From an optimization exercise on the open Yosys and OpenROAD flow, aimed at small area, a short achievable clock period and few clock cycles; shortcuts taken in it are not production practice.
No run shown here included a check of the RTL's function; only the layout flow was run.

## flow/design.v (module list and top-level ports; edited modules follow where they fit)
// module uhre_fxu: 583 lines
// module fxu_rdmux: 19 lines
// module fxu_lane_b: 464 lines
// module fxu_lane_a: 530 lines
// module fxu_fadd: 180 lines
module uhre_fxu (
    input  wire        clk,
    input  wire        rst,         
    input  wire        cmd_valid,
    input  wire [15:0] cmd_word,
    output wire        cmd_ready,
    output reg         done,
    input  wire        wr_en,
    input  wire [4:0]  wr_addr,
    input  wire [15:0] wr_data,
    input  wire [4:0]  rd_addr,
    output reg  [15:0] rd_data
);
  // ...
==> flow/flow/run.sh <==
#!/bin/bash
set -euo pipefail
export SETUP_SLACK_MARGIN=6.3
export BUFFER_PORTS_ARGS="-buffer_cell sky130_fd_sc_hd__buf_4"
bash standard.sh > make.log 2>&1
==> flow/standard.sh <==
#!/bin/bash
# synth_recipe.tcl (not shown) runs the flow's synth.tcl, then flattens the netlist and writes it again
# the make line also repeats each setting of config.mk as NAME=value (left out here)
make -C /OpenROAD-flow-scripts/flow DESIGN_CONFIG=/design/flow/config.mk WORK_HOME=/design/flow/orfs CLKGATE_MAP_FILE= SYNTH_SCRIPT=/design/flow/synth_recipe.tcl "${@:-finish}"
==> flow/config.mk <==
export PLATFORM = sky130hd
export DESIGN_NAME = uhre_fxu
export DESIGN_NICKNAME = uhre_fxu
export VERILOG_FILES = /design/flow/design.v
export SDC_FILE = /design/flow/constraint.sdc
export NUM_CORES = 8
export LEC_CHECK = 0
export ABC_AREA = 1
export CAP_MARGIN = 20
export CORE_MARGIN = 2
export CORE_UTILIZATION = 42
export PLACE_DENSITY = 0.6
export SLEW_MARGIN = 20
==> flow/constraint.sdc <==
create_clock -name core_clock -period 14.0 [get_ports {clk}]
set_input_delay 2.8000 -clock core_clock [delete_from_list [all_inputs] [get_ports {clk}]]
set_output_delay 2.8000 -clock core_clock [all_outputs]
set_load 0.01 [all_outputs]
==> flow_summary.ini, run 1 <==
[critical_path]
timing.setup.critical_path_class = in -> out
cpMaxStageDelayCell = buf_4
reg2reg_depth = 23

[floorplan]
row_count = 149
die_y_um = 411
die_area_um2 = 169000
taps = 2189
chipWidth_um = 411

[synthesis]
synth-warning-count = 1
yosys.area_share.adder_pct = 15.6
synth_seq_area_share_pct = 23.3
synth_edf_count = 419
synth.area.mux_share_pct = 0.0449
syn-cell-area_um2 = 69700

[final_layout]
area_growth_pct = 13.4
fin_nets = 10800
largestRegisters = ee x192, rf x128
layout.cells.non_filler = 12300
multi_input_area_share_pct = 59.8

[grt]
grt_pass1_vias = 71900

[sta]
final_hold_viol_count = 0
final_max_slew_viol_count = 0

[clocking]
cts_hold_repair.buffers = 0
htreeDepth = 3

[placement]
place_congestion = 1.08

[run_status]
outcome = timing/DRC/antenna clean

[min_path]
hold_end = rs1_q[0]$_DFF_P_

[routing]
top_layer = met5
wl_per_cell_um = 32.3
==> inputs of run 2 (changes only) <==
==> flow/flow/run.sh (replaced) <==
#!/bin/bash
set -euo pipefail
export SETUP_SLACK_MARGIN=6.6
export BUFFER_PORTS_ARGS="-buffer_cell sky130_fd_sc_hd__buf_4"
bash standard.sh > make.log 2>&1
==> run 2 against run 1 <==
Wire length rose by 2.0%; global-route usage rose by 0.83 points; register-to-register slack gained 0.30 ns; die area unchanged; hold slack improved by 0.0011 ns.
==> flow_summary.ini, run 2 <==
[run_status]
outcome = timing/DRC/antenna clean

[critical_path]
cp_common_cell = buf_6
timing.setup.critical_path_class = in -> out
cpPeakStageDelay_ns = 0.55
worstPathRequired_ns = 11.20
reg2reg_to = ee[59]$_DFFE_PP_
r2r-start = xa[9]$_DFFE_PN_
cp_cell_sequence = buf_6 -> inv_1 -> buf_6 -> nor2_4 -> nand2_1 -> nor2_1 -> a311oi_1 -> a31oi_4 -> buf_4
endpoint_kind = output pin
cp.buffers_inverters = 4
cpMaxStageDelayCell = a311oi_1
reg2reg_depth = 31
crit_family = buffers and inverters
startpoint_type = input pin
cp_max_fo = 18
crit_arrival_ns = 4.73
rrSetupSlack_ns = 6.67

[synthesis]
synth_cell_type_count = 80
synthSimpleGateAreaFrac_pct = 22.4
async_flop_share_pct = 0
synth_most_common_cell = nand2_1
synth_top_family_by_area = simple AND/OR/NAND/NOR gates
synth-warning-count = 1
synth_commonest_cells = 2055 x nand2_1, 1423 x inv_1, 877 x o21ai_0
ys_ff_latch = 600
syn-cell-area_um2 = 69700
synth_area_leaders = edfxtp_1 18%, nand2_1 11%, fa_1 9.1%
synth.area.mux_share_pct = 0.0449
synth_edf_count = 419
synth_seq_area_share_pct = 23.3
yosys.area.top_type = edfxtp_1
synth_compound_area_share_pct = 21.8
synth_xor_area_share_pct = 5.65
avgSynthCellArea_um2 = 6.95
netlist.area_leader.share_pct = 18.1
syn_inst = 10000
synthFlopType = edfxtp_1
syn_nets = 10700
yosys.area_share.adder_pct = 15.6

[clocking]
cts_tree = done
cts_buffer_depth = 3
clk_latency_ns = 0.73
htreeDepth = 3
clkTransAtPathRegs_ns = 0.06
cts_made_buffers = 79
cts.sinks = 600
cts_root_buf = clkbuf_16
cts_hold_repair.buffers = 0

[sta]
finalClockSkew_ns = 0.0529
period_needed_ns = 7.53
fin_setup_tns_ns = 0
final_max_slew_viol_count = 0
setup_viol = 0
fmax_mhz = 133
period_share_pct = 53.8
rsz0062_at_grt = true
final_hold_viol_count = 0
slew_headroom_pct = 12.6
worst_pin_slew_ns = 1.31

[routing]
vias_per_cell = 6.41
postRouteAntennaNets = 0
drcViolationCount = 0
drtPass1Iterations = 8
routed_wl_um = 407000
first_iter_violations = 12300
wl_per_cell_um = 32.7
vias = 79800

[placement]
place_congestion = 1.08
dp_hpwl_um = 297000
io_buffers = 63

[final_layout]
fin_nets = 10900
largest_register_ffs = 192
area_growth_pct = 16.8
largestRegisters = ee x192, rf x128
final_cell_mix = 1962 x nand2_1, 1344 x inv_1, 802 x a21oi_1
drive_gt1_share_pct = 13.2
regMostFlops = ee
final_common_cell = nand2_1

[min_path]
hold_end = cx[7]$_SDFFE_PP0P_
min_path_type = reg -> reg
holdPathStages = 2
hp-start = cx[7]$_SDFFE_PP0P_

[grt]
grt_pass1_vias = 72700
grt_max_degree = 102
grt_pass1_wl_um = 554000
antenna_found_initial = 30
track_usage_pct = 46.1
gr-total-overflow = 0

[job]
max_cap_violations = 0

[floorplan]
die_y_um = 411
start_util_pct = 42.3
ios = 64
die_area_um2 = 169000
row_count = 149
chipWidth_um = 411
coreArea_um2 = 165000
==> run 2: changes by cell type in the layout (fill, tap and decap cells not counted), sizes merged, moves of 2 or more <==
cell	previous run	this run
bufbuf	0	8
clkinvlp	60	65
clkinv	58	56
buf	444	541
==> run 2: cell families after synthesis <==
family                   count (synthesis)
multiplexers                             3
buffers and inverters                 2013
AND/OR/NAND/NOR                       3654
AO/OA/AOI/OAI                         2628
adder cells (fa/ha/maj)                679
XOR/XNOR                               447
flip-flops                             600
==> run 2: metrics by stage <==
stage	hold WS [ns]	util, %	worst slack [ns]	area [um2]	std cells
after floorplan	0.426	-	6.88	69700	10000
after global placement	0.460	43.9	4.50	72300	11900
after detailed placement	0.469	43.9	4.54	72300	11900
after CTS	0.479	47.5	6.51	78400	12300
after global routing	0.522	49.3	6.50	81300	12400
final	0.481	49.4	6.47	81400	12400
==> run 2: worst register-to-register path, delay by kind of cell (launching register included) <==
family	cells	cell delay [ns]
adder cells (fa/ha/maj)	6	2.58
AO/OA/AOI/OAI	4	1.35
AND/OR/NAND/NOR	11	1.24
buffers and inverters	8	1.05
flip-flops	1	0.53
XOR/XNOR	2	0.29
==> run 2: timing repair <==
action	in CTS	in global routing
pin swaps	33	93
setup endpoints to repair	435	385
resized for setup	411	392
setup buffers	157	144
gates cloned	19	15
==> run 2: how the worst max path moves through the flow <==
stage                     depth (start not counted)        startpoint  slack [ns]                    to
after global routing                             38  yb[10]$_DFFE_PP_        6.50     rf[119]$_DFFE_PP_
after global placement                           41   xb[2]$_DFFE_PP_        4.50         za[1]$_DFF_P_
after CTS                                        27       cmd_word[5]        6.51  flag_ov$_SDFFE_PP0P_
after floorplan                                   8        rd_addr[0]        6.88            rd_data[0]
after detailed placement                         31       cmd_word[5]        4.54     rf[126]$_DFFE_PP_
final                                             9        rd_addr[3]        6.47            rd_data[0]
==> run 2: layer usage <==
metal | up-vias | track usage, % | routed length [um]
li1 | 34100 | - | -
met3 | 1565 | 13.0 | 54600
met1 | 37900 | 58.5 | 149000
met2 | 6183 | 66.1 | 163000
met4 | 32 | 35.0 | 39800
met5 | - | 0 | 199
==> run 2: final cells by class <==
cell class              instances  area, um2
well taps                    2189       2740
repair buffers                556       5530
repair inverters                5       40.0
diodes                         15       37.5
inverters                    1509       5970
clock buffers                  98       2090
fillers                     16500      83400
clock inverters                47        582
multi-input cells            7423      48200
flip-flops and latches        600      16200
==> module uhre_fxu, before the edit <==
module uhre_fxu (
    input  wire        clk,
    input  wire        rst,         
    input  wire        cmd_valid,
    input  wire [15:0] cmd_word,
    output wire        cmd_ready,
    output reg         done,
    input  wire        wr_en,
    input  wire [4:0]  wr_addr,
    input  wire [15:0] wr_data,
    input  wire [4:0]  rd_addr,
    output reg  [15:0] rd_data
);
    localparam [4:0] OP_NOP    = 5'd0,  OP_FADD  = 5'd1,  OP_FSUB  = 5'd2,
                     OP_FMUL   = 5'd3,  OP_FDIV  = 5'd4,  OP_AADD  = 5'd5,
                     OP_FSIN   = 5'd6,  OP_FCOS  = 5'd7,  OP_ITOF  = 5'd8,
                     OP_FTOI   = 5'd9,  OP_MID   = 5'd10, OP_MROT  = 5'd11,
                     OP_MTRANS = 5'd12, OP_MSCALE= 5'd13, OP_XFORM = 5'd14,
                     OP_PROJ   = 5'd15;
    localparam [2:0] CL_FMUL = 3'd0, CL_PROJ = 3'd1, CL_XFORM = 3'd2, CL_MSCALE = 3'd3,
                     CL_MROT = 3'd4, CL_MTRANS = 3'd5, CL_FDIV = 3'd6;
    function [8:0] quarter_lo(input [5:0] i);
        case (i)
            6'd0: quarter_lo = 9'd0;
            6'd1: quarter_lo = 9'd6;
            6'd2: quarter_lo = 9'd13;
            6'd3: quarter_lo = 9'd19;
            6'd4: quarter_lo = 9'd25;
            6'd5: quarter_lo = 9'd31;
            6'd6: quarter_lo = 9'd38;
            6'd7: quarter_lo = 9'd44;
            6'd8: quarter_lo = 9'd50;
            6'd9: quarter_lo = 9'd56;
            6'd10: quarter_lo = 9'd62;
            6'd11: quarter_lo = 9'd68;
            6'd12: quarter_lo = 9'd74;
            6'd13: quarter_lo = 9'd80;
            6'd14: quarter_lo = 9'd86;
            6'd15: quarter_lo = 9'd92;
            6'd16: quarter_lo = 9'd98;
            6'd17: quarter_lo = 9'd104;
            6'd18: quarter_lo = 9'd109;
            6'd19: quarter_lo = 9'd115;
            6'd20: quarter_lo = 9'd121;
            6'd21: quarter_lo = 9'd126;
            6'd22: quarter_lo = 9'd132;
            6'd23: quarter_lo = 9'd137;
            6'd24: quarter_lo = 9'd142;
            6'd25: quarter_lo = 9'd147;
            6'd26: quarter_lo = 9'd152;
            6'd27: quarter_lo = 9'd157;
            6'd28: quarter_lo = 9'd162;
            6'd29: quarter_lo = 9'd167;
            6'd30: quarter_lo = 9'd172;
            6'd31: quarter_lo = 9'd177;
            6'd32: quarter_lo = 9'd181;
            6'd33: quarter_lo = 9'd185;
            6'd34: quarter_lo = 9'd190;
            6'd35: quarter_lo = 9'd194;
            6'd36: quarter_lo = 9'd198;
            6'd37: quarter_lo = 9'd202;
            6'd38: quarter_lo = 9'd206;
            6'd39: quarter_lo = 9'd209;
            6'd40: quarter_lo = 9'd213;
            6'd41: quarter_lo = 9'd216;
            6'd42: quarter_lo = 9'd220;
            6'd43: quarter_lo = 9'd223;
            6'd44: quarter_lo = 9'd226;
            6'd45: quarter_lo = 9'd229;
            6'd46: quarter_lo = 9'd231;
            6'd47: quarter_lo = 9'd234;
            6'd48: quarter_lo = 9'd237;
            6'd49: quarter_lo = 9'd239;
            6'd50: quarter_lo = 9'd241;
            6'd51: quarter_lo = 9'd243;
            6'd52: quarter_lo = 9'd245;
            6'd53: quarter_lo = 9'd247;
            6'd54: quarter_lo = 9'd248;
            6'd55: quarter_lo = 9'd250;
            6'd56: quarter_lo = 9'd251;
            6'd57: quarter_lo = 9'd252;
            6'd58: quarter_lo = 9'd253;
            6'd59: quarter_lo = 9'd254;
            6'd60: quarter_lo = 9'd255;
            6'd61: quarter_lo = 9'd255;
            6'd62: quarter_lo = 9'd256;
            6'd63: quarter_lo = 9'd256;
            default: quarter_lo = 9'd0;
        endcase
    endfunction
    function [8:0] quarter_hi(input [5:0] i);
        case (i)
            6'd0: quarter_hi = 9'd256;
            6'd1: quarter_hi = 9'd256;
            6'd2: quarter_hi = 9'd256;
            6'd3: quarter_hi = 9'd255;
            6'd4: quarter_hi = 9'd255;
            6'd5: quarter_hi = 9'd254;
            6'd6: quarter_hi = 9'd253;
            6'd7: quarter_hi = 9'd252;
            6'd8: quarter_hi = 9'd251;
            6'd9: quarter_hi = 9'd250;
            6'd10: quarter_hi = 9'd248;
            6'd11: quarter_hi = 9'd247;
            6'd12: quarter_hi = 9'd245;
            6'd13: quarter_hi = 9'd243;
            6'd14: quarter_hi = 9'd241;
            6'd15: quarter_hi = 9'd239;
            6'd16: quarter_hi = 9'd237;
            6'd17: quarter_hi = 9'd234;
            6'd18: quarter_hi = 9'd231;
            6'd19: quarter_hi = 9'd229;
            6'd20: quarter_hi = 9'd226;
            6'd21: quarter_hi = 9'd223;
            6'd22: quarter_hi = 9'd220;
            6'd23: quarter_hi = 9'd216;
            6'd24: quarter_hi = 9'd213;
            6'd25: quarter_hi = 9'd209;
            6'd26: quarter_hi = 9'd206;
            6'd27: quarter_hi = 9'd202;
            6'd28: quarter_hi = 9'd198;
            6'd29: quarter_hi = 9'd194;
            6'd30: quarter_hi = 9'd190;
            6'd31: quarter_hi = 9'd185;
            6'd32: quarter_hi = 9'd181;
            6'd33: quarter_hi = 9'd177;
            6'd34: quarter_hi = 9'd172;
            6'd35: quarter_hi = 9'd167;
            6'd36: quarter_hi = 9'd162;
            6'd37: quarter_hi = 9'd157;
            6'd38: quarter_hi = 9'd152;
            6'd39: quarter_hi = 9'd147;
            6'd40: quarter_hi = 9'd142;
            6'd41: quarter_hi = 9'd137;
            6'd42: quarter_hi = 9'd132;
            6'd43: quarter_hi = 9'd126;
            6'd44: quarter_hi = 9'd121;
            6'd45: quarter_hi = 9'd115;
            6'd46: quarter_hi = 9'd109;
            6'd47: quarter_hi = 9'd104;
            6'd48: quarter_hi = 9'd98;
            6'd49: quarter_hi = 9'd92;
            6'd50: quarter_hi = 9'd86;
            6'd51: quarter_hi = 9'd80;
            6'd52: quarter_hi = 9'd74;
            6'd53: quarter_hi = 9'd68;
            6'd54: quarter_hi = 9'd62;
            6'd55: quarter_hi = 9'd56;
            6'd56: quarter_hi = 9'd50;
            6'd57: quarter_hi = 9'd44;
            6'd58: quarter_hi = 9'd38;
            6'd59: quarter_hi = 9'd31;
            6'd60: quarter_hi = 9'd25;
            6'd61: quarter_hi = 9'd19;
            6'd62: quarter_hi = 9'd13;
            6'd63: quarter_hi = 9'd6;
            default: quarter_hi = 9'd0;
        endcase
    endfunction
    function legal(input [15:0] w);
        begin
            case (w[15:11])
                OP_NOP, OP_MID:                      legal = (w[10:0] == 11'd0);
                OP_FADD, OP_FSUB, OP_FMUL, OP_FDIV,
                OP_AADD:                             legal = (w[1:0] == 2'd0);
                OP_FSIN, OP_FCOS, OP_ITOF, OP_FTOI,
                OP_XFORM, OP_PROJ:                   legal = (w[4:0] == 5'd0);
                OP_MROT:                             legal = (w[10:8] == 3'd0) && (w[4:2] == 3'd0)
                                                             && (w[1:0] != 2'd3);
                OP_MTRANS, OP_MSCALE:                legal = (w[10:8] == 3'd0) && (w[4:0] == 5'd0);
                default:                             legal = 1'b0;
            endcase
        end
    endfunction
    function [4:0] blen(input [15:0] v);
        integer b;
        begin
            blen = 5'd0;
            for (b = 0; b < 16; b = b + 1)
                if (v[b]) blen = b + 1;
        end
    endfunction
    function [3:0] el_idx(input [1:0] row, input [1:0] col);
        el_idx = (col == 2'd3) ? 4'd9 + {2'd0, row} : {row, 1'b0} + {2'd0, row} + {2'd0, col};
    endfunction
    function [1:0] el_row(input [3:0] e);
        case (e)
            4'd0, 4'd1, 4'd2, 4'd9:  el_row = 2'd0;
            4'd3, 4'd4, 4'd5, 4'd10: el_row = 2'd1;
            default:                 el_row = 2'd2;
        endcase
    endfunction
    function [1:0] rot_row(input [1:0] axis, input sel_q);
        case (axis)
            2'd0:    rot_row = sel_q ? 2'd2 : 2'd1;
            2'd1:    rot_row = sel_q ? 2'd2 : 2'd0;
            default: rot_row = sel_q ? 2'd1 : 2'd0;
        endcase
    endfunction
    function [7:0] msc_pair(input [2:0] k);
        case (k)
            3'd0:    msc_pair = {4'd3,  4'd0};
            3'd1:    msc_pair = {4'd4,  4'd1};
            3'd2:    msc_pair = {4'd5,  4'd6};
            3'd3:    msc_pair = {4'd10, 4'd7};
            3'd4:    msc_pair = {4'd2,  4'd8};
            default: msc_pair = {4'd9,  4'd11};
        endcase
    endfunction
    function [23:0] benc(input [15:0] y, input negate);
        integer i;
        reg b0, b1, b2;
        begin
            for (i = 0; i < 8; i = i + 1) begin
                b0 = (i == 0) ? 1'b0 : y[2*i-1];
                b1 = y[2*i];
                b2 = y[2*i+1];
                benc[i]      = b1 ^ b0;
                benc[8 + i]  = (b2 & ~b1 & ~b0) | (~b2 & b1 & b0);
                benc[16 + i] = b2 ^ negate;
            end
        end
    endfunction
    reg [127:0] rf;           
    reg [191:0] ee;           
    reg [15:0]  psx, psy, cx, cy;
    reg         flag_ov, flag_dz, flag_ill;
    reg        busy;
    reg [2:0]  cls;
    reg [3:0]  step;
    reg [2:0]  rd_q, rs1_q;
    reg [1:0]  fn_q;
    reg [15:0] xa, xb;
    reg [23:0] ya, yb;            
    reg [15:0] v0;                
    reg [33:0] za, zb;            
    reg        pnn_a, pnn_b;      
    reg        c_zx, c_rnd8a, c_rnd16a, c_rnd8b, c_rnd16b;
    reg        c_wp, c_ws, c_wdiv, c_ova, c_ovb, c_wea, c_web, c_mt, c_last;
    reg [2:0]  c_tp, c_ts, c_pidx;
    reg [3:0]  c_eia, c_eib;
    reg [1:0]  c_rowa;
    reg        d_neg;
    wire [15:0] d_r  = zb[15:0];
    wire [17:0] d_d3 = zb[33:16];
    wire [31:0] d_nq = za[31:0];
    wire [15:0] d_d  = xb;
    assign cmd_ready = ~busy;
    wire [4:0] w_op  = cmd_word[15:11];
    wire [2:0] w_rd  = cmd_word[10:8];
    wire [2:0] w_rs1 = cmd_word[7:5];
    wire [2:0] w_rs2 = cmd_word[4:2];
    wire [1:0] w_fn  = cmd_word[1:0];
    wire       w_legal = legal(cmd_word);
    wire       accept  = ~busy & cmd_valid;
    wire       acc_ok  = accept & w_legal;
    wire       hw      = ~busy & wr_en;           
    wire [2:0]  pa_idx = busy ? c_pidx : w_rs1;
    wire [15:0] pa     = rf[16*pa_idx +: 16];
    wire [15:0] pb     = rf[16*w_rs2 +: 16];
    wire [2:0]  pc_idx = w_rs1 + 3'd1;
    wire [15:0] pc     = rf[16*pc_idx +: 16];         
    wire [8:0]  q_lo  = quarter_lo(pa[5:0]);
    wire [8:0]  q_hi  = quarter_hi(pa[5:0]);
    wire [8:0]  s_mag = pa[6] ? q_hi : q_lo;
    wire [8:0]  c_mag = pa[6] ? q_lo : q_hi;
    wire        s_neg = pa[7];
    wire        c_neg = pa[7] ^ pa[6];
    wire [15:0] sin_v = s_neg ? 16'd0 - {7'd0, s_mag} : {7'd0, s_mag};
    wire [15:0] cos_v = c_neg ? 16'd0 - {7'd0, c_mag} : {7'd0, c_mag};
    wire        sp_neg = s_neg ^ (w_fn == 2'd1);      
    wire [16:0] add_s  = {pa[15], pa} + {pb[15], pb};
    wire [16:0] sub_s  = {pa[15], pa} - {pb[15], pb};
    wire [7:0]  ang_s  = pa[7:0] + pb[7:0];
    wire [16:0] ftoi_s = {pa[15], pa} + 17'd127 + {16'd0, ~pa[15]};
    wire        itof_ov = !((pa[15:7] == 9'h000) || (pa[15:7] == 9'h1FF));
    reg [15:0] alu_v;
    reg        alu_ov;
    always @(*) begin
        alu_v  = 16'd0;
        alu_ov = 1'b0;
        case (w_op)
            OP_FADD: begin alu_v = add_s[15:0]; alu_ov = add_s[16] ^ add_s[15]; end
            OP_FSUB: begin alu_v = sub_s[15:0]; alu_ov = sub_s[16] ^ sub_s[15]; end
            OP_AADD: alu_v = {8'd0, ang_s};
            OP_FSIN: alu_v = sin_v;
            OP_FCOS: alu_v = cos_v;
            OP_ITOF: begin alu_v = {pa[7:0], 8'd0}; alu_ov = itof_ov; end
            OP_FTOI: alu_v = {{8{ftoi_s[16]}}, ftoi_s[15:8]};
            default: alu_v = pa[15] ? 16'h8000 : 16'h7FFF;    
        endcase
    end
    wire [15:0] mt_t  = ~busy ? ee[16*9 +: 16] : ee[16*11 +: 16];
    wire [16:0] mt_s  = {mt_t[15], mt_t} + {pa[15], pa};
    wire        mt_ov = mt_s[16] ^ mt_s[15];
    wire [16:0] mt1_s = {ee[16*10+15], ee[16*10 +: 16]} + {pc[15], pc};
    wire        mt1_ov = mt1_s[16] ^ mt1_s[15];
    wire [33:0] b_s, b_c, a_s, a_c;
    fxu_lane_b u_lane_b (.x(xb), .one(yb[7:0]), .two(yb[15:8]), .neg(yb[23:16]), .z(zb),
                         .k7(c_rnd8b | c_rnd16b), .k15(c_rnd16b), .cin0(c_rnd16b & pnn_b),
                         .s(b_s), .c(b_c));
    fxu_lane_a u_lane_a (.x(xa), .one(ya[7:0]), .two(ya[15:8]), .neg(ya[23:16]), .z(za),
                         .zx(zb & {34{c_zx}}),
                         .k7(c_rnd8a | c_rnd16a), .k15(c_rnd16a), .cin0(c_rnd16a & pnn_a),
                         .s(a_s), .c(a_c));
    wire [33:0] sum_a, sum_b;
    fxu_fadd u_fadd_a (.s(a_s), .c(a_c), .rnd8(c_rnd8a), .sum(sum_a));
    fxu_fadd u_fadd_b (.s(b_s), .c(b_c), .rnd8(c_rnd8b), .sum(sum_b));
    wire [25:0] h_a   = sum_a[33:8];
    wire [25:0] h_b   = sum_b[33:8];
    wire        ova   = !((h_a[25:15] == 11'h000) || (h_a[25:15] == 11'h7FF));
    wire        ovb   = !((h_b[25:15] == 11'h000) || (h_b[25:15] == 11'h7FF));
    wire [15:0] cla   = (h_a[25:18] == 8'h00 || h_a[25:18] == 8'hFF) ? h_a[23:8] :
                        (h_a[25] ? 16'hFC00 : 16'h03FF);
    wire [15:0] clb   = (h_b[25:18] == 8'h00 || h_b[25:18] == 8'hFF) ? h_b[23:8] :
                        (h_b[25] ? 16'hFC00 : 16'h03FF);
    function [17:0] r4step(input [15:0] r, input [1:0] nb, input [15:0] d, input [17:0] d3);
        reg [17:0] t;
        reg [18:0] e1, e2, e3;
        begin
            t  = {r, nb};
            e1 = {1'b0, t} - {3'b0, d};
            e2 = {1'b0, t} - {2'b0, d, 1'b0};
            e3 = {1'b0, t} - {1'b0, d3};
            if (!e3[18])      r4step = {2'd3, e3[15:0]};
            else if (!e2[18]) r4step = {2'd2, e2[15:0]};
            else if (!e1[18]) r4step = {2'd1, e1[15:0]};
            else              r4step = {2'd0, t[15:0]};
        end
    endfunction
    wire [17:0] dst1 = r4step(d_r, d_nq[31:30], d_d, d_d3);
    wire [15:0] d_r2  = div_first ? d_init[47:32] : dst1[15:0];
    wire [1:0]  d_nb2 = div_first ? d_init[31:30] : d_nq[29:28];
    wire [17:0] d_d32 = div_first ? d_3d : d_d3;
    wire [17:0] dst2 = r4step(d_r2, d_nb2, d_d, d_d32);
    wire [24:0] d_q    = {d_nq[22:0], dst1[17:16]};
    wire [25:0] d_res  = ({2'b0, d_q[24:1]} ^ {26{d_neg}}) + {25'd0, d_q[0] ^ d_neg};
    wire        d_ov   = !((d_res[25:15] == 11'h000) || (d_res[25:15] == 11'h7FF));
    wire [15:0] abs_pa = pa[15] ? 16'd0 - pa : pa;
    wire [15:0] abs_pb = pb[15] ? 16'd0 - pb : pb;
    wire [4:0]  d_la   = blen(za[15:0]);
    wire [4:0]  d_lb   = blen(xb);
    wire [5:0]  d_gsum = {1'b0, d_lb} + 6'd22 - {1'b0, d_la};
    wire [2:0]  d_gh   = (d_gsum[5:2] > 4'd7) ? 3'd7 : d_gsum[4:2];      
    wire [47:0] d_init = {16'd0, 7'd0, za[15:0], 9'd0} << {d_gh, 2'b00};
    wire [17:0] d_3d   = {2'b0, xb} + {1'b0, xb, 1'b0};
    reg       w_multi;
    reg [2:0] w_cls;
    always @(*) begin
        w_multi = 1'b0;
        w_cls   = CL_FMUL;
        if (w_legal) begin
            case (w_op)
                OP_FMUL:   begin w_multi = 1'b1; w_cls = CL_FMUL;   end
                OP_PROJ:   begin w_multi = 1'b1; w_cls = CL_PROJ;   end
                OP_XFORM:  begin w_multi = 1'b1; w_cls = CL_XFORM;  end
                OP_MSCALE: begin w_multi = 1'b1; w_cls = CL_MSCALE; end
                OP_MROT:   begin w_multi = 1'b1; w_cls = CL_MROT;   end
                OP_MTRANS: begin w_multi = 1'b1; w_cls = CL_MTRANS; end
                OP_FDIV:   begin w_multi = (pb != 16'd0); w_cls = CL_FDIV; end
                default: ;
            endcase
        end
    end
    wire div_acc   = ~busy & (w_op == OP_FDIV);
    wire div_first = busy & (cls == CL_FDIV) & (step == 4'd1);
    wire div_iter  = busy & (cls == CL_FDIV) & (step != 4'd1);
    wire [2:0] ld_cls  = busy ? cls : w_cls;
    wire [3:0] ld_step = busy ? step + 4'd1 : 4'd1;
    wire [1:0] ld_fn   = busy ? fn_q : w_fn;
    wire [2:0] ld_rd   = busy ? rd_q : w_rd;
    wire [2:0] ld_rs1  = busy ? rs1_q : w_rs1;
    wire [1:0] ld_col  = ld_step[2:1] - {1'b0, ~ld_step[0]};    
    reg        n_zx, n_rnd8a, n_rnd16a, n_rnd8b, n_rnd16b;
    reg        n_wp, n_ws, n_wdiv, n_ova, n_ovb, n_wea, n_web, n_mt, n_last;
    reg [2:0]  n_tp, n_pidx;
    reg [3:0]  n_eia, n_eib;
    reg        n_za_t0, n_za_t2, n_za_acc, n_za_c, n_zb_t1, n_zb_acc, n_zb_c;
    reg [3:0]  ia, ib;           
    always @(*) begin
        n_zx = 1'b0; n_rnd8a = 1'b0; n_rnd16a = 1'b0; n_rnd8b = 1'b0; n_rnd16b = 1'b0;
        n_wp = 1'b0; n_ws = 1'b0; n_wdiv = 1'b0; n_ova = 1'b0; n_ovb = 1'b0;
        n_wea = 1'b0; n_web = 1'b0; n_mt = 1'b0; n_last = 1'b0;
        n_tp = ld_rd; n_pidx = ld_rs1; n_eia = 4'd0; n_eib = 4'd0;
        n_za_t0 = 1'b0; n_za_t2 = 1'b0; n_za_acc = 1'b0; n_za_c = 1'b0;
        n_zb_t1 = 1'b0; n_zb_acc = 1'b0; n_zb_c = 1'b0;
        ia = 4'd0; ib = 4'd0;
        case (ld_cls)
            CL_FMUL: begin
                n_rnd8a = 1'b1; n_wp = 1'b1; n_ova = 1'b1; n_last = 1'b1;
            end
            CL_PROJ: begin
                n_za_c = 1'b1; n_zb_c = 1'b1; n_rnd16a = 1'b1; n_rnd16b = 1'b1;
                n_wp = 1'b1; n_ws = 1'b1; n_last = 1'b1;
            end
            CL_XFORM: begin
                n_pidx = ld_rs1 + ((ld_step == 4'd3) ? 3'd1 : ld_step[2:0]);
                case (ld_step)
                    4'd1: begin n_za_t0 = 1'b1; n_zb_t1 = 1'b1; ia = 4'd0; ib = 4'd3; end
                    4'd2: begin n_za_acc = 1'b1; n_zb_acc = 1'b1; ia = 4'd1; ib = 4'd4; end
                    4'd3: begin n_za_acc = 1'b1; n_zb_acc = 1'b1; n_rnd8a = 1'b1; n_rnd8b = 1'b1;
                                n_wp = 1'b1; n_ws = 1'b1; n_ova = 1'b1; n_ovb = 1'b1;
                                ia = 4'd2; ib = 4'd5; end
                    4'd4: begin n_za_t2 = 1'b1; ia = 4'd8; ib = 4'd7; end
                    default: begin
                                n_za_acc = 1'b1; n_zb_acc = 1'b1; n_zx = 1'b1; n_rnd8a = 1'b1;
                                n_wp = 1'b1; n_tp = ld_rd + 3'd2; n_ova = 1'b1; n_last = 1'b1;
                                ia = 4'd6; end
                endcase
            end
            CL_MSCALE: begin
                n_rnd8a = 1'b1; n_rnd8b = 1'b1; n_wea = 1'b1; n_web = 1'b1;
                n_ova = 1'b1; n_ovb = 1'b1;
                n_last = (ld_step == 4'd6);
                {ia, ib} = msc_pair(ld_step[2:0] - 3'd1);
                n_eia = ia; n_eib = ib;
            end
            CL_MROT: begin
                n_last = (ld_step == 4'd8);
                ia = el_idx(rot_row(ld_fn, ~ld_step[0]), ld_col);
                ib = ia;
                if (~ld_step[0]) begin
                    n_za_acc = 1'b1; n_zb_acc = 1'b1; n_rnd8a = 1'b1; n_rnd8b = 1'b1;
                    n_wea = 1'b1; n_web = 1'b1; n_ova = 1'b1; n_ovb = 1'b1;
                    n_eia = el_idx(rot_row(ld_fn, 1'b0), ld_col);
                    n_eib = el_idx(rot_row(ld_fn, 1'b1), ld_col);
                end
            end
            CL_MTRANS: begin
                n_mt = 1'b1; n_eia = 4'd11; n_pidx = ld_rs1 + 3'd2; n_last = 1'b1;
            end
            default: begin   
                if (div_first ? (d_gh == 3'd7) : (ld_step == 4'd9)) begin
                    n_wp = 1'b1; n_wdiv = 1'b1; n_ova = 1'b1; n_last = 1'b1;
                end
            end
        endcase
    end
    wire        do_wp   = busy ? c_wp : (acc_ok && (w_op == OP_FADD || w_op == OP_FSUB ||
                          w_op == OP_AADD || w_op == OP_FSIN || w_op == OP_FCOS ||
                          w_op == OP_ITOF || w_op == OP_FTOI ||
                          w_op == OP_FDIV));    
    wire [2:0]  tp      = busy ? c_tp : w_rd;
    wire [2:0]  ts      = c_ts;
    wire        do_ws   = busy & c_ws;
    wire        bs_alu  = ~busy & ~hw;
    wire        bs_div  = busy & c_wdiv;
    wire        bs_a8   = busy & ~c_wdiv & ~c_rnd16a;
    wire        bs_a16  = busy & ~c_wdiv & c_rnd16a;
    wire        bs_b8   = busy & ~c_rnd16b;
    wire        bs_b16  = busy & c_rnd16b;
    wire [15:0] bus_pa  = ({16{bs_div}} & d_res[15:0]) | ({16{bs_a8}} & h_a[15:0]) |
                          ({16{bs_a16}} & cla);
    wire [15:0] bus_pb  = ({16{bs_b8}} & h_b[15:0]) | ({16{bs_b16}} & clb);
    wire [15:0] bus_re  = ({16{hw}} & wr_data) | ({16{bs_alu}} & alu_v) |
                          (tp[0] ? bus_pb : bus_pa);
    wire [15:0] bus_ro  = ({16{hw}} & wr_data) | ({16{bs_alu}} & alu_v) |
                          (tp[0] ? bus_pa : bus_pb);
    wire        mid     = acc_ok & (w_op == OP_MID);
    wire        mt0     = acc_ok & (w_op == OP_MTRANS);
    wire        mt_we   = mt0 | (busy & c_mt);
    wire [15:0] bus_e0  = hw ? wr_data : mt_we ? mt_s[15:0] : (c_rowa == 2'd0) ? h_a[15:0] : h_b[15:0];
    wire [15:0] bus_e1  = hw ? wr_data : mt0 ? mt1_s[15:0] : (c_rowa == 2'd1) ? h_a[15:0] : h_b[15:0];
    wire [15:0] bus_e2  = hw ? wr_data : mt_we ? mt_s[15:0] : (c_rowa == 2'd2) ? h_a[15:0] : h_b[15:0];
    wire        ov_set  = busy ? ((c_ova & (c_wdiv ? d_ov : ova)) | (c_ovb & ovb) | (c_mt & mt_ov))
                               : (acc_ok & ((w_op == OP_MTRANS) ? (mt_ov | mt1_ov) : alu_ov));
    genvar gi;
    generate
        for (gi = 0; gi < 8; gi = gi + 1) begin : g_rf
            wire we = rst | (hw & (wr_addr == gi)) | (do_wp & (tp == gi)) | (do_ws & (ts == gi));
            always @(posedge clk)
                if (we) rf[16*gi +: 16] <= rst ? 16'd0 : ((gi % 2) ? bus_ro : bus_re);
        end
        for (gi = 0; gi < 12; gi = gi + 1) begin : g_ee
            localparam integer ROW = (gi < 9) ? gi / 3 : gi - 9;
            wire we = rst | mid | (hw & (wr_addr == gi + 8)) |
                      (busy & c_wea & (c_eia == gi)) | (busy & c_web & (c_eib == gi)) |
                      (mt0 & (gi == 9 || gi == 10)) | (busy & c_mt & (c_eia == gi));
            wire [15:0] init = (gi == 0 || gi == 4 || gi == 8) ? 16'h0100 : 16'h0000;
            always @(posedge clk)
                if (we) ee[16*gi +: 16] <= (rst | mid) ? init :
                                           (ROW == 0) ? bus_e0 : (ROW == 1) ? bus_e1 : bus_e2;
        end
    endgenerate
    always @(posedge clk) begin
        if (rst) begin
            psx <= 16'h0100; psy <= 16'h0100; cx <= 16'd0; cy <= 16'd0;
        end else if (hw) begin
            if (wr_addr == 5'd20) psx <= wr_data;
            if (wr_addr == 5'd21) psy <= wr_data;
            if (wr_addr == 5'd22) cx  <= wr_data;
            if (wr_addr == 5'd23) cy  <= wr_data;
        end
    end
    always @(posedge clk) begin
        if (rst) begin
            flag_ov <= 1'b0; flag_dz <= 1'b0; flag_ill <= 1'b0;
        end else if (hw && wr_addr == 5'd24) begin
            {flag_ill, flag_dz, flag_ov} <= wr_data[2:0];
        end else begin
            if (ov_set) flag_ov <= 1'b1;
            if (acc_ok && w_op == OP_FDIV && pb == 16'd0) flag_dz <= 1'b1;
            if (accept && !w_legal) flag_ill <= 1'b1;
        end
    end
    always @(posedge clk) begin
        if (rst) begin
            busy <= 1'b0;
            done <= 1'b0;
        end else if (busy) begin
            done <= c_last;
            busy <= ~c_last;
        end else begin
            done <= accept & ~w_multi;
            busy <= accept & w_multi;
        end
    end
    always @(posedge clk) begin
        step <= div_first ? {1'b0, d_gh} + 4'd2 : ld_step;
        if (~busy) begin
            cls   <= w_cls;
            rd_q  <= w_rd;
            rs1_q <= w_rs1;
            fn_q  <= w_fn;
        end
        c_zx <= n_zx;
        c_rnd8a <= n_rnd8a; c_rnd16a <= n_rnd16a; c_rnd8b <= n_rnd8b; c_rnd16b <= n_rnd16b;
        c_wp <= n_wp; c_ws <= n_ws; c_wdiv <= n_wdiv; c_ova <= n_ova; c_ovb <= n_ovb;
        c_wea <= n_wea; c_web <= n_web; c_mt <= n_mt; c_last <= n_last;
        c_tp <= n_tp; c_ts <= ld_rd + 3'd1; c_pidx <= n_pidx;
        c_eia <= n_eia; c_eib <= n_eib; c_rowa <= el_row(n_eia);
        za <= ({34{n_za_t0}}  & {{10{ee[16*9+15]}},  ee[16*9  +: 16], 8'd0}) |
              ({34{n_za_t2}}  & {{10{ee[16*11+15]}}, ee[16*11 +: 16], 8'd0}) |
              ({34{n_za_acc}} & sum_a) | ({34{n_za_c}} & {{2{cx[15]}}, cx, 16'd0}) |
              ({34{div_acc}}  & {18'd0, abs_pa}) |
              ({34{div_first}} & {2'd0, d_init[29:0], dst2[17:16]}) |
              ({34{div_iter}} & {2'd0, d_nq[27:0], dst1[17:16], dst2[17:16]});
        zb <= ({34{n_zb_t1}}  & {{10{ee[16*10+15]}}, ee[16*10 +: 16], 8'd0}) |
              ({34{n_zb_acc}} & sum_b) | ({34{n_zb_c}} & {{2{cy[15]}}, cy, 16'd0}) |
              ({34{div_first}} & {d_3d, dst2[15:0]}) |
              ({34{div_iter}} & {d_d3, dst2[15:0]});
    end
    wire [15:0] ea = ee[16*ia +: 16];
    wire [15:0] eb = ee[16*ib +: 16];
    always @(posedge clk) begin
        if (~busy) begin
            case (w_op)
                OP_FMUL:   begin xa <= pb;  ya <= benc(pa, 1'b0); end
                OP_FDIV:   xb <= abs_pb;
                OP_PROJ:   begin xa <= psx; xb <= psy; ya <= benc(pa, 1'b0); yb <= benc(pc, 1'b0); end
                OP_MROT:   begin xa <= ea;  xb <= eb;
                                 ya <= benc(cos_v, 1'b0); yb <= benc({7'd0, s_mag}, sp_neg); end
                default:   begin xa <= ea;  xb <= eb;  ya <= benc(pa, 1'b0); yb <= benc(pa, 1'b0); end
            endcase
            v0 <= pa;
            pnn_a <= ~(psx[15] ^ pa[15]) | (psx == 16'd0) | (pa == 16'd0);
            pnn_b <= ~(psy[15] ^ pc[15]) | (psy == 16'd0) | (pc == 16'd0);
        end else begin
            xa <= ea;
            if (cls != CL_FDIV) xb <= eb;
            case (cls)
                CL_MROT: begin
                    ya <= step[0] ? {~yb[23:16], yb[15:0]} : yb;
                    yb <= step[0] ? ya : {~ya[23:16], ya[15:0]};
                end
                CL_XFORM: begin
                    case (step)
                        4'd1, 4'd2: begin ya <= benc(pa, 1'b0); yb <= benc(pa, 1'b0); end
                        4'd3: yb <= benc(pa, 1'b0);
                        default: ya <= benc(v0, 1'b0);
                    endcase
                end
                default: ;
            endcase
        end
    end
    always @(posedge clk)
        if (~busy) d_neg <= pa[15] ^ pb[15];
    wire [15:0] rd_mux;
    fxu_rdmux u_rdmux (.a(rd_addr), .rf(rf), .ee(ee), .psx(psx), .psy(psy), .cx(cx), .cy(cy),
                       .st({flag_ill, flag_dz, flag_ov}), .d(rd_mux));
    always @(*) rd_data = rd_mux;
endmodule
==> inputs of run 3 (changes only) <==
--- a/flow/design.v
+++ b/flow/design.v
@@ -259,5 +259,6 @@
     wire [15:0] pa     = rf[16*pa_idx +: 16];
-    wire [15:0] pb     = rf[16*w_rs2 +: 16];
-    wire [2:0]  pc_idx = w_rs1 + 3'd1;
-    wire [15:0] pc     = rf[16*pc_idx +: 16];         
+    wire        w_pc   = (w_op == OP_PROJ) || (w_op == OP_MTRANS);
+    wire [2:0]  pb_idx = w_pc ? w_rs1 + 3'd1 : w_rs2;
+    wire [15:0] pb     = rf[16*pb_idx +: 16];
+    wire [15:0] pc     = pb;
     wire [8:0]  q_lo  = quarter_lo(pa[5:0]);
@@ -544,2 +545,4 @@
     wire [15:0] eb = ee[16*ib +: 16];
+    wire [15:0] e0 = ee[16*0 +: 16];
+    wire [15:0] e3 = ee[16*3 +: 16];
     always @(posedge clk) begin
@@ -550,5 +553,6 @@
                 OP_PROJ:   begin xa <= psx; xb <= psy; ya <= benc(pa, 1'b0); yb <= benc(pc, 1'b0); end
-                OP_MROT:   begin xa <= ea;  xb <= eb;
+                OP_MROT:   begin xa <= (w_fn == 2'd0) ? e3 : e0;  xb <= (w_fn == 2'd0) ? e3 : e0;
                                  ya <= benc(cos_v, 1'b0); yb <= benc({7'd0, s_mag}, sp_neg); end
-                default:   begin xa <= ea;  xb <= eb;  ya <= benc(pa, 1'b0); yb <= benc(pa, 1'b0); end
+                default:   begin xa <= (w_op == OP_MSCALE) ? e3 : e0;  xb <= (w_op == OP_MSCALE) ? e0 : e3;
+                                 ya <= benc(pa, 1'b0); yb <= benc(pa, 1'b0); end
             endcase
==> run 3 against run 2 <==
Still clean on timing, DRC and antenna; sequential share of layout area is 0.34 points lower; cell area is 1.8% higher; core utilization is 1.4 points higher; fmax is 2.4% lower; global-route usage is 1.4 points higher; highest routed layer unchanged.
==> flow_summary.ini, run 3 <==
[floorplan]
die_area_um2 = 168000
die_y_um = 410
coreArea_um2 = 163000
row_count = 148
chipWidth_um = 410
start_util_pct = 42.4
ios = 64

[synthesis]
syn_nets = 10600
syn-cell-area_um2 = 69100
syn_inst = 9851
synthSimpleGateAreaFrac_pct = 22.0
async_flop_share_pct = 0
yosys.area_share.adder_pct = 15.9
synth_xor_area_share_pct = 5.74
netlist.area_leader.share_pct = 18.2
synth_compound_area_share_pct = 21.8
yosys.area.top_type = edfxtp_1
synth-warning-count = 1
synth_most_common_cell = nand2_1
synthFlopType = edfxtp_1
synth_cell_type_count = 85
ys_ff_latch = 600
avgSynthCellArea_um2 = 7.02
synth_commonest_cells = 2085 x nand2_1, 1390 x inv_1, 839 x o21ai_0
synth_area_leaders = edfxtp_1 18%, nand2_1 11%, fa_1 9.2%
synth_top_family_by_area = simple AND/OR/NAND/NOR gates
synth.area.mux_share_pct = 0.0163
synth_seq_area_share_pct = 23.4
synth_edf_count = 419

[clocking]
cts_made_buffers = 77
cts_hold_repair.buffers = 0
cts.sinks = 600
clkTransAtPathRegs_ns = 0.06
htreeDepth = 3
clk_latency_ns = 0.76
cts_root_buf = clkbuf_16
cts_tree = done
cts_buffer_depth = 3

[critical_path]
rrSetupSlack_ns = 6.56
reg2reg_to = ee[162]$_DFFE_PP_
reg2reg_depth = 31
timing.setup.critical_path_class = in -> out
startpoint_type = input pin
r2r-start = xa[6]$_DFFE_PN_
worstPathRequired_ns = 11.20
crit_arrival_ns = 4.91
cp_max_fo = 58
endpoint_kind = output pin

[sta]
fin_setup_tns_ns = 0
finalClockSkew_ns = 0.0886
setup_viol = 0
period_needed_ns = 7.71
final_hold_viol_count = 0
worst_pin_slew_ns = 1.17
period_share_pct = 55.1
final_max_slew_viol_count = 0
fmax_mhz = 130
slew_headroom_pct = 19.8
rsz0062_at_grt = true

[routing]
first_iter_violations = 12800
vias = 80000
drtPass1Iterations = 13
routed_wl_um = 417000
wl_per_cell_um = 33.7
postRouteAntennaNets = 0
drcViolationCount = 0
vias_per_cell = 6.45

[final_layout]
final_common_cell = nand2_1
multiInputGateArea_um2 = 48400
largestRegisters = ee x192, rf x128
largest_register_ffs = 192
regArea_um2 = 16200
area_growth_pct = 19.8
drive_gt1_share_pct = 15.2
final_util_pct = 50.8
regMostFlops = ee
fin_nets = 10900
final_cell_mix = 1975 x nand2_1, 1290 x inv_1, 747 x o21ai_0
n_fill_cell = 16100

[min_path]
holdPathStages = 2
hp-start = rs1_q[0]$_DFF_P_
min_path_type = reg -> reg
hold_end = rs1_q[0]$_DFF_P_

[grt]
track_usage_pct = 47.5
grt_max_degree = 108
antenna_found_initial = 31
grt_pass1_wl_um = 565000
gr-total-overflow = 0
grt_pass1_vias = 72800

[placement]
place_congestion = 1.12
io_buffers = 63
dp_hpwl_um = 307000

[run_status]
outcome = timing/DRC/antenna clean

[job]
max_cap_violations = 0
run 3: changes by cell type after synthesis, moves of 30 or more:
cell	delta
a21oi_1	-163
o211ai_1	+126
nand4_1	-68
o21ai_0	-38
clkbuf_1	-33
inv_1	-33
o21ai_1	-33
nand2_1	+30
run 3: cell families after synthesis:
group / after synthesis
XOR/XNOR: 453
multiplexers: 1
flip-flops: 600
adder cells (fa/ha/maj): 688
AND/OR/NAND/NOR: 3624
buffers and inverters: 1952
AO/OA/AOI/OAI: 2533
run 3: metrics by stage:
stage | hold WS [ns] | instances | worst slack, ns | area, um2
global placement | 0.455 | 11800 | 4.00 | 72100
floorplan | 0.435 | 9851 | 6.73 | 69100
CTS | 0.483 | 12200 | 6.45 | 79500
finish | 0.481 | 12400 | 6.29 | 82800
global route | 0.513 | 12400 | 6.47 | 82800
detailed placement | 0.458 | 11800 | 3.92 | 72100
run 3: worst max-delay path by stage:
stage / startpoint / endpoint / cells after the start
2_1_floorplan: cmd_word[15] / rf[125]$_DFFE_PP_ / 32
3_3_place_gp: cmd_word[15] / rf[127]$_DFFE_PP_ / 28
3_5_place_dp: cmd_word[15] / rf[111]$_DFFE_PP_ / 27
4_1_cts: rd_addr[0] / rd_data[5] / 8
5_1_grt: ya[9]$_DFFE_PP_ / rf[87]$_DFFE_PP_ / 36
6_report: rd_addr[0] / rd_data[5] / 8
run 3: layout make-up:
| cell class | instances | area share [%] |
|---|---|---|
| diodes | 18 | 0.0544 |
| clock buffers | 103 | 2.48 |
| clock inverters | 39 | 0.746 |
| inverters | 1463 | 7.12 |
| multi-input cells | 7307 | 58.4 |
| flip-flops and latches | 600 | 19.6 |
| well taps | 2175 | 3.29 |
| repair buffers | 696 | 8.28 |
| repair inverters | 2 | 0.0151 |
run 3: metal layers:
metal	track usage (%)	wire length, um
met3	16.8	58300
met5	0	216
met2	67.8	167000
met1	56.5	144000
met4	41.2	47300
run 3: what timing repair did:
item,in CTS,in global routing
endpoints found under the setup margin,426,385
cloned,13,11
pin swaps,52,129
setup buffers,262,160
gates resized for setup,522,451
run 3: critical path: stages:
cell and delay [ns]:
buf_16 0.14, inv_16 0.11, nor2_1 0.13, o21ai_1 0.09, o211ai_1 0.88, o21ai_2 0.22, a32o_2 0.35, buf_6 0.14
==> inputs of run 4 (changes only) <==
==> flow/flow/run.sh (replaced) <==
#!/bin/bash
set -euo pipefail
export SETUP_SLACK_MARGIN=6.6
export BUFFER_PORTS_ARGS="-buffer_cell sky130_fd_sc_hd__buf_4"
export CTS_ARGS="-sink_clustering_enable -repair_clock_nets -sink_clustering_size 30 -sink_clustering_max_diameter 80 -dont_use_dummy_load"
bash standard.sh > make.log 2>&1
==> run 4 against run 3 <==
Fmax decreased by 1.2%; highest routed layer unchanged; still clean; hold slack improved by 0.0032 ns; wire length increased by 0.14%; synthesized area is the same; register-to-register slack better by 0.03 ns; die area did not move.
==> flow_summary.ini, run 4 <==
[run_status]
outcome = timing/DRC/antenna clean

[grt]
gr-total-overflow = 0
track_usage_pct = 47.5
antenna_found_initial = 31
grt_max_degree = 108
grt_pass1_vias = 72300
grt_pass1_wl_um = 564000

[critical_path]
cp_cell_sequence = buf_16 -> buf_12 -> clkinv_16 -> nor2_4 -> o21ai_1 -> o211ai_1 -> o21ai_2 -> a32o_2 -> buf_6
timing.setup.critical_path_class = in -> out
crit_arrival_ns = 5.00
worstPathRequired_ns = 11.20
cp.buffers_inverters = 4
cpPeakStageDelay_ns = 0.97
endpoint_kind = output pin
startpoint_type = input pin
cpMaxStageDelayCell = o211ai_1
cp_max_fo = 6
crit_family = compound AO/OA/AOI/OAI gates

[synthesis]
netlist.area_leader.share_pct = 18.2
syn-cell-area_um2 = 69100
yosys.area.top_type = edfxtp_1
synth-warning-count = 1
ys_ff_latch = 600
synthFlopType = edfxtp_1
avgSynthCellArea_um2 = 7.02
synth_seq_area_share_pct = 23.4
synth_edf_count = 419
async_flop_share_pct = 0
syn_nets = 10600
synth_cell_type_count = 85
synth_area_leaders = edfxtp_1 18%, nand2_1 11%, fa_1 9.2%
synth_most_common_cell = nand2_1
synth_commonest_cells = 2085 x nand2_1, 1390 x inv_1, 839 x o21ai_0
syn_inst = 9851

[final_layout]
largest_register_ffs = 192
largestRegisters = ee x192, rf x128
final_common_cell = nand2_1
area_growth_pct = 18.6
fin_nets = 10900
regMostFlops = ee
drive_gt1_share_pct = 15.2
final_util_pct = 50.3
final_cell_mix = 1965 x nand2_1, 1286 x inv_1, 738 x o21ai_0

[sta]
fin_setup_tns_ns = 0
worst_pin_slew_ns = 1.34
finalClockSkew_ns = 0.149
final_hold_viol_count = 0
fmax_mhz = 128
whs_ns = 0.484
period_needed_ns = 7.80
final_max_slew_viol_count = 0
rsz0062_at_grt = true
period_share_pct = 55.7
setup_viol = 0
slew_headroom_pct = 10.7

[clocking]
cts_tree = done
clk_latency_ns = 0.76
htreeDepth = 2
cts_made_buffers = 53
cts_hold_repair.buffers = 0
clkTransAtPathRegs_ns = 0.06
cts_root_buf = clkbuf_16
cts_buffer_depth = 3
cts.sinks = 600

[floorplan]
ios = 64
start_util_pct = 42.4
die_y_um = 410
coreArea_um2 = 163000
die_area_um2 = 168000
row_count = 148
chipWidth_um = 410

[routing]
vias = 80000
wl_per_cell_um = 33.9
first_iter_violations = 12700
drcViolationCount = 0
drtPass1Iterations = 14
routed_wl_um = 418000
postRouteAntennaNets = 0
vias_per_cell = 6.49

[placement]
io_buffers = 63
dp_hpwl_um = 307000
place_congestion = 1.12

[job]
max_cap_violations = 0

[min_path]
min_path_type = reg -> reg
run 4: cells by family after synthesis:
logic type	share of synthesized area, %
adders and majority gates	15.9
muxes	0.0163
xor gates and xnor gates	5.74
and+or+nand+nor	22.0
DFF	23.4
AOI/OAI and AO/OA	21.8
buffers and inverters	11.0
run 4: path summary, 6_finish.rpt:
| kind | slack, ns | cells after the start | start | endpoint |
|---|---|---|---|---|
| worst max register to register | 6.59 | 31 | xa[13]$_DFFE_PN_ | ee[48]$_DFFE_PP_ |
| worst min-delay path | 0.48 | 2 | rs1_q[0]$_DFF_P_ | rs1_q[0]$_DFF_P_ |
| worst max-delay path | 6.20 | 9 | rd_addr[0] | rd_data[5] |
| worst min register to register | 0.48 | 2 | rs1_q[0]$_DFF_P_ | rs1_q[0]$_DFF_P_ |
run 4: area by class of cell:
class | instances | area (um2)
tap | 2175 | 2720
clock buffer | 53 | 1330
fill | 16100 | 81100
timing repair inverter | 4 | 35.0
multi-input combinational | 7308 | 48700
sequential | 600 | 16200
inverter | 1463 | 5910
timing repair buffer | 700 | 7010
antenna | 24 | 60.1
run 4: per-stage QoR:
stage / area [um2] / cells / setup WS [ns]
4_1_cts: 78300 / 12100 / 6.45
2_1_floorplan: 69100 / 9851 / 6.73
5_1_grt: 82000 / 12300 / 6.31
6_report: 82000 / 12300 / 6.20
3_3_place_gp: 72100 / 11800 / 4.00
3_5_place_dp: 72100 / 11800 / 3.92
run 4: what timing repair did:
| action | 4_1_cts | 5_1_grt |
|---|---|---|
| pin swaps | 53 | 172 |
| gates resized for setup | 529 | 544 |
| endpoints found under the setup margin | 427 | 388 |
| gates cloned | 16 | 12 |
| setup buffers | 273 | 154 |
run 4: metal layers:
metal / up-vias / GRT usage (%) / routed length [um]
li1: 33800 / - / -
met1: 37800 / 56.4 / 145000
met2: 6493 / 68.0 / 167000
met3: 1811 / 16.7 / 58700
met4: 20 / 40.8 / 47500
met5: - / 0 / 444
run 4: tightest hold or removal path: stages, from the launching register on:
cell	delay, ns
dfxtp_1	0.32
a21oi_1	0.07
inv_1	0.06
==> inputs of run 5 (changes only) <==
--- a/flow/flow/run.sh
+++ b/flow/flow/run.sh
@@ -2,3 +2,3 @@
 set -euo pipefail
-export SETUP_SLACK_MARGIN=6.6
+export SETUP_SLACK_MARGIN=6.3
 export BUFFER_PORTS_ARGS="-buffer_cell sky130_fd_sc_hd__buf_4"
==> run 5 against run 4 <==
Flip-flop and latch count is the same; synthesized area is the same; hold slack improved by 0.0084 ns; die area did not move; worst setup slack lost 0.028 ns; first-iteration DRC count shrank 4.0%.
==> flow_summary.ini, run 5 <==
[routing]
drtPass1Iterations = 10
vias_per_cell = 6.45
vias = 78700
wl_per_cell_um = 33.5
drcViolationCount = 0
postRouteAntennaNets = 0
first_iter_violations = 12200
routed_wl_um = 409000

[floorplan]
die_y_um = 410
ios = 64
row_count = 148
coreArea_um2 = 163000
start_util_pct = 42.4
die_area_um2 = 168000
chipWidth_um = 410

[critical_path]
cpMaxStageDelayCell = o211ai_1
cp_max_fo = 6
cp.buffers_inverters = 3
startpoint_type = input pin
cpPeakStageDelay_ns = 0.96
timing.setup.critical_path_class = in -> out
crit_arrival_ns = 5.03
worstPathRequired_ns = 11.20
cp_cell_sequence = buf_16 -> buf_16 -> a21oi_2 -> o21ai_1 -> o21ai_1 -> o211ai_1 -> o21ai_2 -> a32o_2 -> buf_6
crit_family = compound AO/OA/AOI/OAI gates
endpoint_kind = output pin

[clocking]
cts_made_buffers = 53
cts_buffer_depth = 3
cts_tree = done
cts_root_buf = clkbuf_16
htreeDepth = 2
cts.sinks = 600
clk_latency_ns = 0.78
clkTransAtPathRegs_ns = 0.06

[synthesis]
syn-cell-area_um2 = 69100
syn_nets = 10600
synth_cell_type_count = 85
synth-warning-count = 1
synth_commonest_cells = 2085 x nand2_1, 1390 x inv_1, 839 x o21ai_0
ys_ff_latch = 600
synth_edf_count = 419
avgSynthCellArea_um2 = 7.02
netlist.area_leader.share_pct = 18.2
async_flop_share_pct = 0
yosys.area.top_type = edfxtp_1
synth_most_common_cell = nand2_1
synthFlopType = edfxtp_1
syn_inst = 9851
synth_area_leaders = edfxtp_1 18%, nand2_1 11%, fa_1 9.2%
synth_seq_area_share_pct = 23.4

[final_layout]
drive_gt1_share_pct = 11.9
final_common_cell = nand2_1
final_cell_mix = 2011 x nand2_1, 1312 x inv_1, 775 x o21ai_0
largest_register_ffs = 192
n_fill_cell = 16400
final_util_pct = 48.5
regMostFlops = ee
largestRegisters = ee x192, rf x128
final_cell_area_um2 = 79200
area_growth_pct = 14.5
fin_nets = 10700

[sta]
period_share_pct = 55.9
final_hold_viol_count = 0
finalClockSkew_ns = 0.144
final_max_slew_viol_count = 0
setup_viol = 0
slew_headroom_pct = 13.1
fmax_mhz = 128
worst_pin_slew_ns = 1.30
rsz0062_at_grt = true
period_needed_ns = 7.83
fin_ws_ns = 6.17
fin_setup_tns_ns = 0

[grt]
grt_max_degree = 108
track_usage_pct = 46.7
gr-total-overflow = 0
antenna_found_initial = 40
grt_pass1_vias = 71400
grt_pass1_wl_um = 555000

[job]
max_cap_violations = 0

[placement]
dpl-instance-area_um2 = 72100
io_buffers = 63
dp_hpwl_um = 307000
place_congestion = 1.12
place_ws_ns = 3.92

[run_status]
outcome = timing/DRC/antenna clean

[min_path]
min_path_type = reg -> reg
==> run 5: cell counts after synthesis <==
Identical to the previous run, type by type.
==> run 5: metal layers <==
layer	global-route usage (%)	up-vias	part of all wire, %
met5	0.287	-	0.044
met4	40.3	22	11
met3	15.9	1597	13
met2	66.8	6223	40
met1	55.7	37400	35
li1	-	33500	-
==> run 5: layout make-up <==
class / instances / area (um2) / area share, %
diodes: 24 / 60.1 / 0.0758
clock buffers: 53 / 1330 / 1.67
inverters: 1463 / 5830 / 7.36
multi-input cells: 7302 / 47400 / 59.8
flip-flops and latches: 600 / 16200 / 20.5
well taps: 2175 / 2720 / 3.44
repair buffers: 590 / 5640 / 7.13
repair inverters: 5 / 32.5 / 0.0411
==> run 5: repair_timing <==
action / 4_1_cts / 5_1_grt
endpoints found under the setup margin: 386 / 365
pin swaps: 24 / 62
buffers inserted: 168 / 153
resized for setup: 302 / 342
hold buffers: 0 / 0
cloned: 8 / 10
==> run 5: path summary, 6_finish.rpt <==
| check | slack (ns) | end | depth (start not counted) | startpoint |
|---|---|---|---|---|
| hold / removal | 0.49 | psx[2]$_SDFFE_PP0P_ | 2 | psx[2]$_SDFFE_PP0P_ |
| setup reg to reg | 6.34 | ee[48]$_DFFE_PP_ | 28 | ya[3]$_DFFE_PP_ |
| hold reg to reg | 0.49 | psx[2]$_SDFFE_PP0P_ | 2 | psx[2]$_SDFFE_PP0P_ |
| setup / recovery | 6.17 | rd_data[5] | 9 | rd_addr[1] |
==> run 5: worst register-to-register path: cells and delay by family (launching register included) <==
family,cells,cell delay (ns)
adder cells (fa/ha/maj),6,3.33
AND/OR/NAND/NOR,7,0.78
XOR/XNOR,1,0.22
flip-flops,1,0.41
AO/OA/AOI/OAI,6,1.73
buffers and inverters,8,1.09
==> run 5: cells by family (layout without fill, tap and decap cells) <==
logic type               Yosys count  after routing  share of synthesized area (%)
AND/OR/NAND/NOR                 3624           3627                           22.0
other                              0             24                              0
adder cells (fa/ha/maj)          688            688                           15.9
AO/OA/AOI/OAI                   2533           2533                           21.8
multiplexers                       1              1                         0.0163
buffers and inverters           1952           2111                           11.0
flip-flops                       600            600                           23.4
XOR/XNOR                         453            453                           5.74
==> run 5: per-stage QoR <==
step / cells / hold WS (ns)
floorplan: 9851 / 0.435
global placement: 11800 / 0.455
detailed placement: 11800 / 0.458
CTS: 12000 / 0.486
global route: 12200 / 0.514
finish: 12200 / 0.492
==> inputs of run 6 (changes only) <==
--- a/flow/flow/run.sh
+++ b/flow/flow/run.sh
@@ -2,3 +2,3 @@
 set -euo pipefail
-export SETUP_SLACK_MARGIN=6.3
+export SETUP_SLACK_MARGIN=6.0
 export BUFFER_PORTS_ARGS="-buffer_cell sky130_fd_sc_hd__buf_4"
==> run 6 against run 5 <==
Still clean on timing, DRC and antenna; via count fell by 1.4%; register-to-register slack got worse by 0.32 ns; synthesized cell count did not move; die area did not move; clock skew rose by 0.0012 ns; hold slack got worse by 0.0060 ns; critical path type unchanged; critical endpoint is now rd_data[3].
==> flow_summary.ini, run 6 <==
[final_layout]
final_common_cell = nand2_1
drive_gt1_share_pct = 9.77
regMostFlops = ee
fin_nets = 10600
multiInputGateArea_um2 = 46700
regArea_um2 = 16200
n_fill_cell = 16600
area_growth_pct = 11.7
largest_register_ffs = 192
largestRegisters = ee x192, rf x128
final_cell_mix = 2036 x nand2_1, 1327 x inv_1, 795 x o21ai_0

[placement]
dp_hpwl_um = 307000
io_buffers = 63
place_ws_ns = 3.92
place_congestion = 1.12

[synthesis]
yosys.area.top_type = edfxtp_1
synth_commonest_cells = 2085 x nand2_1, 1390 x inv_1, 839 x o21ai_0
synth-warning-count = 1
synth_cell_type_count = 85
synth_edf_count = 419
synth_most_common_cell = nand2_1
async_flop_share_pct = 0
synth_seq_area_share_pct = 23.4
synthFlopType = edfxtp_1
ys_ff_latch = 600
avgSynthCellArea_um2 = 7.02
synth_area_leaders = edfxtp_1 18%, nand2_1 11%, fa_1 9.2%
netlist.area_leader.share_pct = 18.2
syn_nets = 10600
syn-cell-area_um2 = 69100
syn_inst = 9851

[grt]
track_usage_pct = 46.2
grt_max_degree = 113
grt_pass1_wl_um = 550000
antenna_found_initial = 32
grt_pass1_vias = 70700
gr-total-overflow = 0

[routing]
wl_per_cell_um = 33.2
drcViolationCount = 0
postRouteAntennaNets = 0
routed_wl_um = 402000
drtPass1Iterations = 9
vias = 77600
vias_per_cell = 6.42
first_iter_violations = 12500

[floorplan]
start_util_pct = 42.4
row_count = 148
die_y_um = 410
coreArea_um2 = 163000
chipWidth_um = 410
ios = 64
die_area_um2 = 168000

[clocking]
cts_tree = done
cts_hold_repair.buffers = 0
cts_made_buffers = 53
clkTransAtPathRegs_ns = 0.06
cts_buffer_depth = 3
clk_latency_ns = 0.75
htreeDepth = 2
cts_root_buf = clkbuf_16
cts.sinks = 600

[sta]
slew_headroom_pct = 13.5
period_needed_ns = 8.21
setup_viol = 0
fin_ws_ns = 5.79
period_share_pct = 58.7
fmax_mhz = 122
fin_setup_tns_ns = 0
final_max_slew_viol_count = 0
worst_pin_slew_ns = 1.28
final_hold_viol_count = 0
finalClockSkew_ns = 0.146
rsz0062_at_grt = true

[critical_path]
worstPathRequired_ns = 11.20
endpoint_kind = output pin
rrSetupSlack_ns = 6.02
cp_max_fo = 37
crit_arrival_ns = 5.41
startpoint_type = input pin
timing.setup.critical_path_class = in -> out

[job]
max_cap_violations = 0

[run_status]
outcome = timing/DRC/antenna clean

[min_path]
min_path_type = reg -> reg
## run 6: cells by family (layout without fill, tap and decap cells)
logic type / after synthesis / count (layout) / synth area share (%)
other: 0 / 22 / 0
multiplexers: 1 / 1 / 0.0163
XOR/XNOR: 453 / 453 / 5.74
AO/OA/AOI/OAI: 2533 / 2533 / 21.8
buffers and inverters: 1952 / 2004 / 11.0
adder cells (fa/ha/maj): 688 / 688 / 15.9
flip-flops: 600 / 600 / 23.4
AND/OR/NAND/NOR: 3624 / 3626 / 22.0
## run 6: routing by layer
| layer | wire length [um] | global-route usage [%] |
|---|---|---|
| met5 | 115 | 0 |
| met4 | 43500 | 39.0 |
| met3 | 53300 | 14.5 |
| met2 | 163000 | 66.6 |
| met1 | 143000 | 55.9 |
## run 6: critical path, cell delays in order
cell and delay, ns:
buf_12 0.26, inv_12 0.14, buf_6 0.24, o21ai_0 0.12, o22ai_1 0.09, o211ai_1 0.92, o21ai_0 0.26, a32o_1 0.36
buf_4 0.18
## run 6: layout make-up
| class | instances | share of cell area (%) |
|---|---|---|
| multi-input combinational | 7301 | 60.5 |
| sequential | 600 | 21.0 |
| inverter | 1463 | 7.46 |
| timing repair buffer | 486 | 5.69 |
| tap | 2175 | 3.52 |
| clock buffer | 53 | 1.72 |
| antenna | 22 | 0.0713 |
| timing repair inverter | 2 | 0.0130 |
## run 6: metrics by stage
step / hold slack, ns / util [%] / instances / instance area [um2]
2_1_floorplan: 0.435 / - / 9851 / 69100
3_3_place_gp: 0.455 / 44.2 / 11800 / 72100
3_5_place_dp: 0.458 / 44.2 / 11800 / 72100
4_1_cts: 0.486 / 46.0 / 11900 / 75100
5_1_grt: 0.511 / 47.3 / 12100 / 77200
6_report: 0.486 / 47.3 / 12100 / 77200
## run 6: repair_timing
| action | CTS | global route |
|---|---|---|
| buffers inserted | 93 | 131 |
| setup endpoints to repair | 356 | 359 |
| cloned | 3 | 3 |
| gates resized for setup | 194 | 225 |
| pin swaps | 11 | 28 |
| hold endpoints to repair | 0 | 0 |
## run 6: path summary, 6_finish.rpt
path / depth (start not counted) / end / start
worst min-delay path: 2 / rs1_q[0]$_DFF_P_ / rs1_q[0]$_DFF_P_
worst min register to register: 2 / rs1_q[0]$_DFF_P_ / rs1_q[0]$_DFF_P_
worst max-delay path: 9 / rd_data[3] / rd_addr[1]
worst max register to register: 30 / ee[181]$_DFFE_PP_ / ya[3]$_DFFE_PP_

## afterwards: timing with drivers on the ports
How much do the figures lean on ideal ports? The routed layouts below were timed once more, with nothing changed but the port constraints.
Step 1 sets driving cells, clkbuf_16 on the clock port and buf_2 on the other inputs (assumed; they add their load-dependent delay and slew).
Step 2 adds t to the input delays and takes it off the output delays; t is the mean of the earliest and latest rising clock arrival at the registers after step 1. Input paths then give back, and output paths get back, about the clock's delay inside the block.
Three values: no drivers, after step 1, after step 2; two values: the first two.
| run | t (ns) | setup slack, ns | hold slack, ns | worst setup path after step 2 | worst data-port slew with drivers (ns) |
|---|---|---|---|---|---|
| run 1 | 0.796 | 6.146 / 6.120 / 5.623 | 0.479 / 0.479 / 0.479 | input to register | 0.23 |
| run 2 | 0.801 | 6.475 / 6.272 / 5.923 | 0.481 / 0.481 / 0.481 | input to register | 0.27 |
| run 3 | 0.814 | 6.288 / 5.931 / 5.776 | 0.481 / 0.481 / 0.481 | input to register | 0.40 |
| run 4 | 0.776 | 6.197 / 5.891 / 5.829 | 0.484 / 0.484 / 0.484 | input to register | 0.34 |
| run 5 | 0.801 | 6.169 / 5.806 / 5.498 | 0.492 / 0.492 / 0.492 | input to register | 0.45 |
| run 6 | 0.769 | 5.787 / 5.714 / 5.265 | 0.486 / 0.486 / 0.486 | input to register | 0.12 |
After both steps setup and hold are still met in every run listed. For run 5, which loses most, drivers alone change the setup slack by -0.363 ns; drivers and shift together by -0.671 ns.
